What follows belongs to an exercise in optimizing a design on an open flow for small area, a short achievable clock period and few clock cycles; a production flow would make more cautious choices.
At most, simulation tests tie the RTL to the original design; equivalence was not proved.

==> build 62 <==
// strv2_vlc_enc
module strv2_vlc_enc (
    input  wire        clk,
    input  wire        rst,             
    input  wire        start,
    input  wire [15:0] cfg_mbtotal,     
    input  wire        in_valid,
    output wire        in_ready,
    input  wire [15:0] in_data,
    output reg         out_valid,
    input  wire        out_ready,
    output wire [15:0] out_data,
    output reg         done,            
    output reg         fault,           
    output reg  [1:0]  err_code,        
    output wire [31:0] code_count,      
    output wire [15:0] hdr_count,       
    output reg  [5:0]  qscale           
);
    localparam W = 56;                   
    localparam [15:0] EOD_WORD = 16'hFE00;
    localparam [1:0] S_IDLE = 2'd0,      
                     S_RUN  = 2'd1,      
                     S_FIN  = 2'd2,      
                     S_FLT  = 2'd3;      
    reg  [1:0]   st;
    reg          rdy;                    
    reg  [15:0]  ir;
    reg          a_v;
  ...
clock: 10.0 ns
lec_check: 0
cap_margin: 20
core_margin: 2
core_utilization: 40
place_density: 0.6
setup_slack_margin: 5
slew_margin: 20
standard.sh (not shown) runs the stock make flow with config.mk's settings and CLKGATE_MAP_FILE= SYNTH_SCRIPT=/design/flow/synth_recipe.tcl, a recipe that flattens the netlist after the stock synthesis.
==> flow/flow/run.sh <==
#!/bin/bash
bash standard.sh SETUP_SLACK_MARGIN=7 finish > standard.log 2>&1
==> inputs of build 74, as changes to build 62 <==
--- a/flow/design.v
+++ b/flow/design.v
@@ -141,13 +141,13 @@
     output reg         fault,           
     output reg  [1:0]  err_code,        
     output wire [31:0] code_count,      
     output wire [15:0] hdr_count,       
     output reg  [5:0]  qscale           
 );
-    localparam W = 56;                   
+    localparam W = 53;                   
     localparam [15:0] EOD_WORD = 16'hFE00;
     localparam [1:0] S_IDLE = 2'd0,      
                      S_RUN  = 2'd1,      
                      S_FIN  = 2'd2,      
                      S_FLT  = 2'd3;      
     reg  [1:0]   st;
@@ -216,14 +216,15 @@
     end
     wire l_go  = l_v && room;                                
     wire p_err = l_go && l_err;
     wire p_app = l_go && !l_err;
     wire d_go  = (st == S_RUN) && !zero_mb && a_v && (!l_v || l_go);
     wire         drain  = out_valid && out_ready;
-    wire [W-1:0] ins    = {c_code, {(W-22){1'b0}}} >> fill;
-    wire [W-1:0] merged = p_app ? (bb | ins) : bb;
+    wire [21:0]  a_code = c_code & {22{p_app}};
+    wire [W-1:0] ins    = {a_code, {(W-22){1'b0}}} >> fill[4:0];
+    wire [W-1:0] merged = bb | ins;
     wire [5:0]   f_nd   = fill + (p_app ? {1'b0, c_len} : 6'd0);
     wire [5:0]   f_d    = (f_nd >= 6'd16) ? f_nd - 6'd16 : 6'd0;
     reg [1:0] st_nx;
     always @(*) begin
         st_nx = st;
         case (st)
Settings changed: ABC_AREA set to 1, CORE_UTILIZATION 40 to 60, PLACE_DENSITY 0.6 to 0.75.
==> inputs of build 20, as changes to build 62 <==
--- a/flow/design.v
+++ b/flow/design.v
@@ -141,13 +141,13 @@
     output reg         fault,           
     output reg  [1:0]  err_code,        
     output wire [31:0] code_count,      
     output wire [15:0] hdr_count,       
     output reg  [5:0]  qscale           
 );
-    localparam W = 56;                   
+    localparam W = 53;                   
     localparam [15:0] EOD_WORD = 16'hFE00;
     localparam [1:0] S_IDLE = 2'd0,      
                      S_RUN  = 2'd1,      
                      S_FIN  = 2'd2,      
                      S_FLT  = 2'd3;      
     reg  [1:0]   st;
@@ -216,16 +216,19 @@
     end
     wire l_go  = l_v && room;                                
     wire p_err = l_go && l_err;
     wire p_app = l_go && !l_err;
     wire d_go  = (st == S_RUN) && !zero_mb && a_v && (!l_v || l_go);
     wire         drain  = out_valid && out_ready;
-    wire [W-1:0] ins    = {c_code, {(W-22){1'b0}}} >> fill;
-    wire [W-1:0] merged = p_app ? (bb | ins) : bb;
+    wire [21:0]  a_code = c_code & {22{p_app}};
+    wire [W-1:0] ins    = {a_code, {(W-22){1'b0}}} >> fill[4:0];
+    wire [W-1:0] merged = bb | ins;
     wire [5:0]   f_nd   = fill + (p_app ? {1'b0, c_len} : 6'd0);
     wire [5:0]   f_d    = (f_nd >= 6'd16) ? f_nd - 6'd16 : 6'd0;
+    wire mb_ld  = (st == S_IDLE) && (!done || start);
+    wire mb_dec = d_go && !dc_next && w_eod && (blk == 3'd5);
     reg [1:0] st_nx;
     always @(*) begin
         st_nx = st;
         case (st)
             S_IDLE: if (start) st_nx = S_RUN;
             S_RUN:  if (zero_mb || p_err) st_nx = S_FLT;
@@ -258,22 +261,25 @@
             l_cerr  <= cnt_hi;
             l_prog  <= dc_next && w_eod;
             l_hit   <= lk_hit;
             l_tcode <= lk_code;
             l_tlen  <= lk_len;
         end
-        if (st == S_IDLE && (!done || start)) begin
-            mb_rem  <= cfg_mbtotal;
+        if (mb_ld)
+            mb_rem <= cfg_mbtotal;
+        else if (st == S_FIN)
+            mb_rem <= {5'd0, {1'b0, cnt[15:6]} + {10'd0, |cnt[5:0]}};
+        else
+            mb_rem <= mb_rem - {15'd0, mb_dec};
+        if (mb_ld) begin
             last_mb <= (cfg_mbtotal == 16'd1);
             zero_mb <= (cfg_mbtotal == 16'd0);
-        end else if (st == S_FIN) begin
-            mb_rem  <= {5'd0, {1'b0, cnt[15:6]} + {10'd0, |cnt[5:0]}};
-        end else if (d_go && !dc_next && w_eod && (blk == 3'd5)) begin
-            mb_rem  <= mb_rem - 16'd1;
+        end else if (mb_dec) begin
             last_mb <= (mb_rem == 16'd2);
         end
+        cnt <= (cnt & {16{!(fresh && d_go)}}) + {15'd0, d_go};
         bb <= (st == S_IDLE) ? {W{1'b0}} : drain ? {merged[W-17:0], 16'd0} : merged;
         if (rst) begin
             st        <= S_IDLE;
             rdy       <= 1'b1;
             a_v       <= 1'b0;
             l_v       <= 1'b0;
@@ -315,13 +321,12 @@
             dc_next <= 1'b1;
             fresh   <= 1'b1;
             blk     <= 3'd0;
             cnt_hi  <= 1'b0;
         end else if (d_go) begin
             fresh <= 1'b0;
-            cnt   <= fresh ? 16'd1 : cnt + 16'd1;
             if (!fresh && (&cnt[15:6] || cnt == 16'hFFBF))
                 cnt_hi <= 1'b1;
             if (dc_next) begin
                 dc_next <= 1'b0;
                 qscale  <= w_run;
             end else if (w_eod) begin
Settings changed: ABC_AREA set to 1, CORE_UTILIZATION 40 to 60, PLACE_DENSITY 0.6 to 0.75.
==> results_dict.tcl <==
set metrics [dict create \
    min_from "bb[13]" \
    yosysSeqAreaShare_pct 36.9 \
    status "timing/DRC/antenna clean" \
    regArea_um2 4340 \
    areaGrowthSynthToFinish_pct 20.1 \
    pg_seq_uw 817 \
    buffers 195 \
    tightest_slew_ns 1.10 \
    buffer_area_share_pct 10.7 \
    vdd_drop_max_mv 0.182 \
    hpwl_mm 24.7 \
    die_y_um 143 \
    die_area_um2 20400 \
    path_class "flip-flop to output pin" \
]
The numbers above come from build 20.

==> results_dict.tcl <==
set metrics [dict create \
    status "timing/DRC/antenna clean" \
    critPathLaunch "cnt[14]" \
    tightest_slew_ns 1.16 \
    grt_pass1_vias 11100 \
    hold_depth 0 \
    buffer_area_share_pct 9.29 \
    slew_headroom_pct 22.2 \
    io_buffers 91 \
    yosysSeqAreaShare_pct 38.0 \
    path_class "flip-flop to output pin" \
    die_area_um2 21200 \
    vdd_drop_max_mv 0.115 \
    buffers 172 \
    pg_seq_uw 814 \
    fin_ws_ns 6.96 \
    min_from "cnt_hi" \
    die_y_um 146 \
]
The numbers above come from build 74.

==> results_dict.tcl <==
set metrics [dict create \
    hpwl_mm 31.1 \
    pg_seq_uw 861 \
    die_area_um2 33900 \
    path_class "flip-flop to flip-flop" \
    areaGrowthSynthToFinish_pct 26.6 \
    status "timing/DRC/antenna clean" \
    buffer_area_share_pct 13.1 \
    tightest_slew_ns 1.13 \
]
The numbers above come from build 62.

Testbench counts of build 74, summed over its fixed seeds: cycles 12,985.
Testbench counts of build 20, summed over its fixed seeds: cycles 12,985.
Function not checked in build 62: the RTL went through the layout flow alone.

==> port drivers added, routing unchanged <==
Ports are ideal in the flow. The routed layouts listed here were re-timed in OpenROAD. Step 1 sets driving cells, clkbuf_16 on the clock port and buf_2 on the other inputs (assumed; they add their load-dependent delay and slew). Step 2 adds t to the input delays and takes it off the output delays; t is the mean of the earliest and latest rising clock arrival at the registers after step 1. Input paths then give back, and output paths get back, about the clock's delay inside the block. Three values: ideal ports, drivers, drivers and shift; two values: the first two.
run | shift t [ns] | setup WS [ns] | worst setup path after step 2 | slew at the worst register clock pin (ns) | worst data-port slew with drivers (ns)
build 62 | 0.498 | 6.730 / 6.730 / 6.345 | input to register | 0.08 / 0.08 | 0.07
build 74 | 0.485 | 6.958 / 6.907 / 6.632 | input to register | 0.08 / 0.08 | 0.05
build 20 | 0.490 | 6.939 / 6.889 / 6.529 | input to register | 0.09 / 0.09 | 0.07
After both steps setup and hold are still met in every run listed. The setup slack of build 20, which loses most, moves by -0.050 ns with the drivers and by -0.410 ns with both steps.
